This is an optimization exercise on Yosys and OpenROAD, whose aim is small area, a short achievable clock period and few clock cycles per item, not a production implementation.
At most, simulation tests tie the RTL to the original design; equivalence was not proved.
No activity file was given, so power comes from the tool's default toggle rates.

== gamma ==
==> flow/design.v (excerpt) <==
module spi_i2c_ctrl #(
    parameter [23:0] CORE_CLOCK_HZ = 24'd16000000    
) (
    input             clk,
    input             rst,
    input             cmd_valid,
    input      [31:0] cmd,
    output            cmd_ready,
    output reg        rsp_valid,
    output      [7:0] result_code,
    output reg  [7:0] result_value,
    output     [15:0] ci,
    output            faulted,
    output      [1:0] fault_cause,
    output     [31:0] fault_cmd,
    output            wait_spi,
    output            wait_twi,
    output            wait_settle,
    output reg        cs_drive,
    output reg        cs_level,
    output reg        evt_pindir,
    output reg  [7:0] spcr,
    output      [7:0] spsr,
    output reg  [7:0] spdr_tx,
    output reg  [7:0] spdr_rx,
    output      [7:0] twcr,
    output      [7:0] twsr,
    output reg  [7:0] twbr,
    output      [7:0] twar,
    output reg  [7:0] twdr,
    output reg        spi_pending,
    output reg  [1:0] twi_pending,
    input             spi_step,
    input       [7:0] spi_step_byte,
    input             twi_step,
    input       [4:0] twi_step_status,
    input       [7:0] twi_step_byte,
    input             twi_settle,
    input       [4:0] twi_settle_status
);
    localparam [7:0] OP_SPI_VALIDATE  = 8'h01;
    localparam [7:0] OP_SPI_LOOKUP    = 8'h02;
    localparam [7:0] OP_SPI_CONFIGURE = 8'h03;
    localparam [7:0] OP_SPI_SELECT    = 8'h04;
    localparam [7:0] OP_SPI_DESELECT  = 8'h05;
    localparam [7:0] OP_SPI_TRANSFER  = 8'h06;
    localparam [7:0] OP_SPI_SEND      = 8'h07;
    localparam [7:0] OP_I2C_INIT      = 8'h10;
    localparam [7:0] OP_I2C_OWNADDR   = 8'h11;
  ...
Size in the first run: roughly 170 flip-flops, roughly 210 I/O pins, ~8900 um2 of cells after synthesis.
Settings: LEC_CHECK=0, CAP_MARGIN=20, CORE_MARGIN=2, CORE_UTILIZATION=40, CTS_BUF_LIST=sky130_fd_sc_hd__clkbuf_8, SETUP_SLACK_MARGIN=4.4, SLEW_MARGIN=20; clock period 8.0 ns.
standard.sh (not shown) runs the stock make flow with config.mk's settings and CLKGATE_MAP_FILE= SYNTH_SCRIPT=/design/flow/synth_recipe.tcl, a recipe that flattens the netlist after the stock synthesis.
==> flow/flow/run.sh <==
#!/bin/bash
set -euo pipefail
export BUFFER_PORTS_ARGS="-buffer_cell sky130_fd_sc_hd__buf_1"
bash standard.sh > standard.log 2>&1
The flow did not stop early for gamma: all stages ran, and the layout cleared the timing, design-rule and antenna checks.
Testbench counts of gamma, summed over its fixed seeds: cycles 8,192, commands 3,200.
Changes in beta relative to gamma:
--- a/flow/design.v
+++ b/flow/design.v
@@ -14,26 +14,26 @@
     output      [1:0] fault_cause,
     output     [31:0] fault_cmd,
     output            wait_spi,
     output            wait_twi,
     output            wait_settle,
     output reg        cs_drive,
     output reg        cs_level,
-    output reg        evt_pindir,
+    output            evt_pindir,
     output reg  [7:0] spcr,
     output      [7:0] spsr,
     output reg  [7:0] spdr_tx,
     output reg  [7:0] spdr_rx,
     output      [7:0] twcr,
     output      [7:0] twsr,
     output reg  [7:0] twbr,
     output      [7:0] twar,
     output reg  [7:0] twdr,
     output reg        spi_pending,
-    output reg  [1:0] twi_pending,
+    output      [1:0] twi_pending,
     input             spi_step,
     input       [7:0] spi_step_byte,
     input             twi_step,
     input       [4:0] twi_step_status,
     input       [7:0] twi_step_byte,
     input             twi_settle,
     input       [4:0] twi_settle_status
@@ -80,15 +80,15 @@
     reg         w_set;       
     reg         div;         
     reg  [1:0]  fcause;      
     reg  [31:0] cmd_r;       
     reg  [2:0]  bus;
     reg  [2:0]  rcode;
     reg         spif, wcol, spi2x;
-    reg         twint, twea, twsta, twsto, twwc, twen;
+    reg         twint, twea, twsto, twwc, twen;
     reg  [4:0]  tws;
     reg  [6:0]  twar_r;
     reg  [19:0] rem;         
     reg  [8:0]  quo;         
     wire flt = fcause[1] | fcause[0];
     reg  [15:0] ci_r;
     assign ci = ci_r + {15'd0, rsp_valid};
@@ -98,14 +98,17 @@
     assign fault_cmd   = cmd_r & {32{flt}};
     assign wait_spi    = w_spi;
     assign wait_twi    = w_twi;
     assign wait_settle = w_set;
     assign result_code = {5'b00000, rcode};
     assign spsr        = {spif, wcol, 5'b00000, spi2x};
     assign twcr        = {twint, twea, twsta, twsto, twwc, twen, 1'b0, 1'b0};
+    assign twi_pending = w_twi ? ((cmd_r[2:0] == 3'd2) ? TP_START : TP_BYTE) : TP_NONE;
+    wire   twsta       = (bus == BUS_START);
+    assign evt_pindir  = rsp_valid & (cmd_r[7:0] == OP_SPI_CONFIGURE) & cmd_r[24] & (rcode == E_OK);
     assign twsr        = {tws, 3'b000};         
     assign twar        = {twar_r, 1'b0};
     wire [7:0]  op   = cmd[7:0];
     wire [7:0]  fa   = cmd[15:8];
     wire [7:0]  fb   = cmd[23:16];
     wire [23:0] hz   = cmd[31:8];
     reg  [23:0] op_mask;
@@ -332,59 +335,54 @@
             bus          <= BUS_IDLE;
             rsp_valid    <= 1'b0;
             rcode        <= 3'd0;
             result_value <= 8'd0;
             ci_r         <= 16'd0;
             cs_drive     <= 1'b0;
             cs_level     <= 1'b0;
-            evt_pindir   <= 1'b0;
             spcr         <= 8'h00;
             spif         <= 1'b0;
             wcol         <= 1'b0;
             spi2x        <= 1'b0;
             spdr_tx      <= 8'h00;
             spdr_rx      <= 8'h00;
             spi_pending  <= 1'b0;
             twint        <= 1'b0;
             twea         <= 1'b0;
-            twsta        <= 1'b0;
             twsto        <= 1'b0;
             twwc         <= 1'b0;
             twen         <= 1'b0;
             tws          <= 5'b11111;
             twbr         <= 8'h00;
             twar_r       <= 7'h7F;
             twdr         <= 8'hFF;
-            twi_pending  <= TP_NONE;
         end else begin
             idle  <= (idle & ~cmd_valid) | fin;
             w_spi <= go_spi;
             w_twi <= go_twi;
             w_set <= go_set;
             div   <= go_div;
             if (f_ill) fcause[0] <= 1'b1;
             if (f_seq) fcause[1] <= 1'b1;
             rsp_valid  <= fin;
             ci_r       <= ci;
-            evt_pindir <= wr_cfg & cmd[24];
             if (fin) begin
                 rcode        <= fin_code;
                 result_value <= fin_val;
             end
             if (spi_step) begin
                 spdr_rx     <= spi_step_byte;
                 spif        <= 1'b1;
                 spi_pending <= 1'b0;
             end
             if (twi_step) begin
                 tws <= twi_step_status;
                 if (twi_pending == TP_BYTE)
                     twdr <= twi_step_byte;
                 twint       <= 1'b1;
-                twi_pending <= TP_NONE;
             end
             if (twi_settle) begin
                 twsto <= 1'b0;
                 tws   <= twi_settle_status;
             end
             if (wr_cfg) begin
                 spcr  <= cfg_pattern;
@@ -408,29 +406,22 @@
             if (wr_twar)
                 twar_r <= fa[6:0];
             if (bus_idle)
                 bus <= BUS_IDLE;
             if (init_done) begin
                 twbr  <= br_val;
                 twea  <= 1'b0;
-                twsta <= 1'b0;
                 twsto <= 1'b0;
                 twen  <= 1'b1;
             end
             if (body) begin
                 twint <= 1'b0;
                 twen  <= 1'b1;
                 twea  <= (body_op == 3'd5);
-                twsta <= (body_op == 3'd2);
                 twsto <= (body_op == 3'd7);
-                case (body_op)
-                    3'd2:    twi_pending <= TP_START;
-                    3'd7:    twi_pending <= TP_NONE;
-                    default: twi_pending <= TP_BYTE;
-                endcase
                 if (body_op == 3'd3 || body_op == 3'd4) begin
                     if (twint) begin
                         twdr <= (body_op == 3'd3) ? {fa[6:0], fb[0]} : fa;
                         twwc <= 1'b0;
                     end else begin
                         twwc <= 1'b1;
                     end
--- outcome ---
- The maximum clock frequency of beta is lower than that of gamma.
- What gamma reported for global placement routability congestion has to be multiplied by 1.08 to get the figure for beta.
- beta does better than gamma on area inside the core boundary.
- Clock network fraction of design power in beta is 0.6 points lower than in gamma
- Sort beta and gamma by global-route wire length before repair asc -> top: gamma
Only the layout flow was run in beta; the RTL was not checked for function there.

* * *

RTL: one of the versions met above, not the one the previous note started from.
Size: about 990 cells after synthesis, about 210 I/O pins, ~0.0088 mm^2 of cells after synthesis.
export LEC_CHECK = 0
export CAP_MARGIN = 20
export CORE_MARGIN = 2
export CORE_UTILIZATION = 40
export CTS_BUF_LIST = sky130_fd_sc_hd__clkbuf_8
export SETUP_SLACK_MARGIN = 4.2
export SLEW_MARGIN = 20
create_clock -name core_clock -period 8.0 [get_ports {clk}]
Scripts as last shown in full above: flow/flow/run.sh
==> next run, changes <==
--- a/flow/design.v
+++ b/flow/design.v
@@ -12,30 +12,30 @@
     output     [15:0] ci,
     output            faulted,
     output      [1:0] fault_cause,
     output     [31:0] fault_cmd,
     output            wait_spi,
     output            wait_twi,
     output            wait_settle,
     output reg        cs_drive,
     output reg        cs_level,
-    output            evt_pindir,
+    output reg        evt_pindir,
     output reg  [7:0] spcr,
     output      [7:0] spsr,
     output reg  [7:0] spdr_tx,
     output reg  [7:0] spdr_rx,
     output      [7:0] twcr,
     output      [7:0] twsr,
     output reg  [7:0] twbr,
     output      [7:0] twar,
     output reg  [7:0] twdr,
     output reg        spi_pending,
-    output      [1:0] twi_pending,
+    output reg  [1:0] twi_pending,
     input             spi_step,
     input       [7:0] spi_step_byte,
     input             twi_step,
     input       [4:0] twi_step_status,
     input       [7:0] twi_step_byte,
     input             twi_settle,
     input       [4:0] twi_settle_status
 );
     localparam [7:0] OP_SPI_VALIDATE  = 8'h01;
@@ -78,39 +78,36 @@
     reg         w_spi;       
     reg         w_twi;       
     reg         w_set;       
     reg         div;         
     reg  [1:0]  fcause;      
     reg  [31:0] cmd_r;       
     reg  [2:0]  bus;
     reg  [2:0]  rcode;
     reg         spif, wcol, spi2x;
-    reg         twint, twea, twsto, twwc, twen;
+    reg         twint, twea, twsta, twsto, twwc, twen;
     reg  [4:0]  tws;
     reg  [6:0]  twar_r;
     reg  [19:0] rem;         
     reg  [8:0]  quo;         
     wire flt = fcause[1] | fcause[0];
     reg  [15:0] ci_r;
     assign ci = ci_r + {15'd0, rsp_valid};
     assign cmd_ready   = idle;
     assign faulted     = flt;
     assign fault_cause = fcause;
     assign fault_cmd   = cmd_r & {32{flt}};
     assign wait_spi    = w_spi;
     assign wait_twi    = w_twi;
     assign wait_settle = w_set;
     assign result_code = {5'b00000, rcode};
     assign spsr        = {spif, wcol, 5'b00000, spi2x};
     assign twcr        = {twint, twea, twsta, twsto, twwc, twen, 1'b0, 1'b0};
-    assign twi_pending = w_twi ? ((cmd_r[2:0] == 3'd2) ? TP_START : TP_BYTE) : TP_NONE;
-    wire   twsta       = (bus == BUS_START);
-    assign evt_pindir  = rsp_valid & (cmd_r[7:0] == OP_SPI_CONFIGURE) & cmd_r[24] & (rcode == E_OK);
     assign twsr        = {tws, 3'b000};         
     assign twar        = {twar_r, 1'b0};
     wire [7:0]  op   = cmd[7:0];
     wire [7:0]  fa   = cmd[15:8];
     wire [7:0]  fb   = cmd[23:16];
     wire [23:0] hz   = cmd[31:8];
     reg  [23:0] op_mask;
     reg         op_known;
     always @(*) begin
@@ -333,58 +330,63 @@
             div          <= 1'b0;
             fcause       <= 2'd0;
             bus          <= BUS_IDLE;
             rsp_valid    <= 1'b0;
             rcode        <= 3'd0;
             result_value <= 8'd0;
             ci_r         <= 16'd0;
             cs_drive     <= 1'b0;
             cs_level     <= 1'b0;
+            evt_pindir   <= 1'b0;
             spcr         <= 8'h00;
             spif         <= 1'b0;
             wcol         <= 1'b0;
             spi2x        <= 1'b0;
             spdr_tx      <= 8'h00;
             spdr_rx      <= 8'h00;
             spi_pending  <= 1'b0;
             twint        <= 1'b0;
             twea         <= 1'b0;
+            twsta        <= 1'b0;
             twsto        <= 1'b0;
             twwc         <= 1'b0;
             twen         <= 1'b0;
             tws          <= 5'b11111;
             twbr         <= 8'h00;
             twar_r       <= 7'h7F;
             twdr         <= 8'hFF;
+            twi_pending  <= TP_NONE;
         end else begin
             idle  <= (idle & ~cmd_valid) | fin;
             w_spi <= go_spi;
             w_twi <= go_twi;
             w_set <= go_set;
             div   <= go_div;
             if (f_ill) fcause[0] <= 1'b1;
             if (f_seq) fcause[1] <= 1'b1;
             rsp_valid  <= fin;
             ci_r       <= ci;
+            evt_pindir <= wr_cfg & cmd[24];
             if (fin) begin
                 rcode        <= fin_code;
                 result_value <= fin_val;
             end
             if (spi_step) begin
                 spdr_rx     <= spi_step_byte;
                 spif        <= 1'b1;
                 spi_pending <= 1'b0;
             end
             if (twi_step) begin
                 tws <= twi_step_status;
                 if (twi_pending == TP_BYTE)
                     twdr <= twi_step_byte;
                 twint       <= 1'b1;
+                twi_pending <= TP_NONE;
             end
             if (twi_settle) begin
                 twsto <= 1'b0;
                 tws   <= twi_settle_status;
             end
             if (wr_cfg) begin
                 spcr  <= cfg_pattern;
                 spi2x <= cmd[25];
             end
@@ -404,26 +406,33 @@
                 wcol <= 1'b0;
             end
             if (wr_twar)
                 twar_r <= fa[6:0];
             if (bus_idle)
                 bus <= BUS_IDLE;
             if (init_done) begin
                 twbr  <= br_val;
                 twea  <= 1'b0;
+                twsta <= 1'b0;
                 twsto <= 1'b0;
                 twen  <= 1'b1;
             end
             if (body) begin
                 twint <= 1'b0;
                 twen  <= 1'b1;
                 twea  <= (body_op == 3'd5);
+                twsta <= (body_op == 3'd2);
                 twsto <= (body_op == 3'd7);
+                case (body_op)
+                    3'd2:    twi_pending <= TP_START;
+                    3'd7:    twi_pending <= TP_NONE;
+                    default: twi_pending <= TP_BYTE;
+                endcase
                 if (body_op == 3'd3 || body_op == 3'd4) begin
                     if (twint) begin
                         twdr <= (body_op == 3'd3) ? {fa[6:0], fb[0]} : fa;
                         twwc <= 1'b0;
                     end else begin
                         twwc <= 1'b1;
                     end
                 end
                 case (body_op)
After rerunning: Sequential cell count grows by 4. Die area grows by 0.41%. Worst setup slack gains 0.025 ns. Wire length shrinks by 2.8%. Clock skew shrinks by 0.0042 ns. Area after synthesis grows by 0.42%. Cell area shrinks by 0.74%. Sequential share of layout area grows by 0.99 points. Total power shrinks by 5.0%. Via count hardly moves. Core utilization shrinks by 0.50 points.
Testbench counts after the change, summed over its fixed seeds: cycles 8,192, commands 3,200.
Function not checked in the first run of this note: the RTL went through the layout flow alone.

what the ideal ports hide:
Ports are ideal in the flow. The routed layouts listed here were re-timed in OpenROAD. Step 1 (the two cells are an assumption about what drives the block):
set clk [get_ports {clk}]
set_driving_cell -lib_cell sky130_fd_sc_hd__clkbuf_16 $clk
set_driving_cell -lib_cell sky130_fd_sc_hd__buf_2 [delete_from_list [all_inputs] $clk]
Step 2 also shifts input and output timing later by t, the mid clock arrival at the registers, as if the neighbouring blocks saw the same clock. Three values: no drivers, after step 1, after step 2; two values: the first two.
run | shift t [ns] | setup slack, ns | worst setup path after step 2 | clock arrival spread, ns | worst register clock-pin slew, ns
gamma | 0.496 | 4.289 / 4.281 / 3.785 | input to register | 0.015 / 0.014 | 0.10 / 0.10
beta | 0.504 | 4.252 / 4.248 / 3.743 | input to register | 0.017 / 0.017 | 0.10 / 0.10
the first run of note 2 | 0.510 | 4.206 / 4.217 / 3.708 | input to register | 0.017 / 0.017 | 0.10 / 0.10
the second run of note 2 | 0.498 | 4.231 / 4.248 / 3.750 | input to register | 0.015 / 0.015 | 0.09 / 0.09
After both steps every run listed still meets setup and hold. The setup slack of beta, which loses most, moves by -0.004 ns with the drivers and by -0.509 ns with both steps.
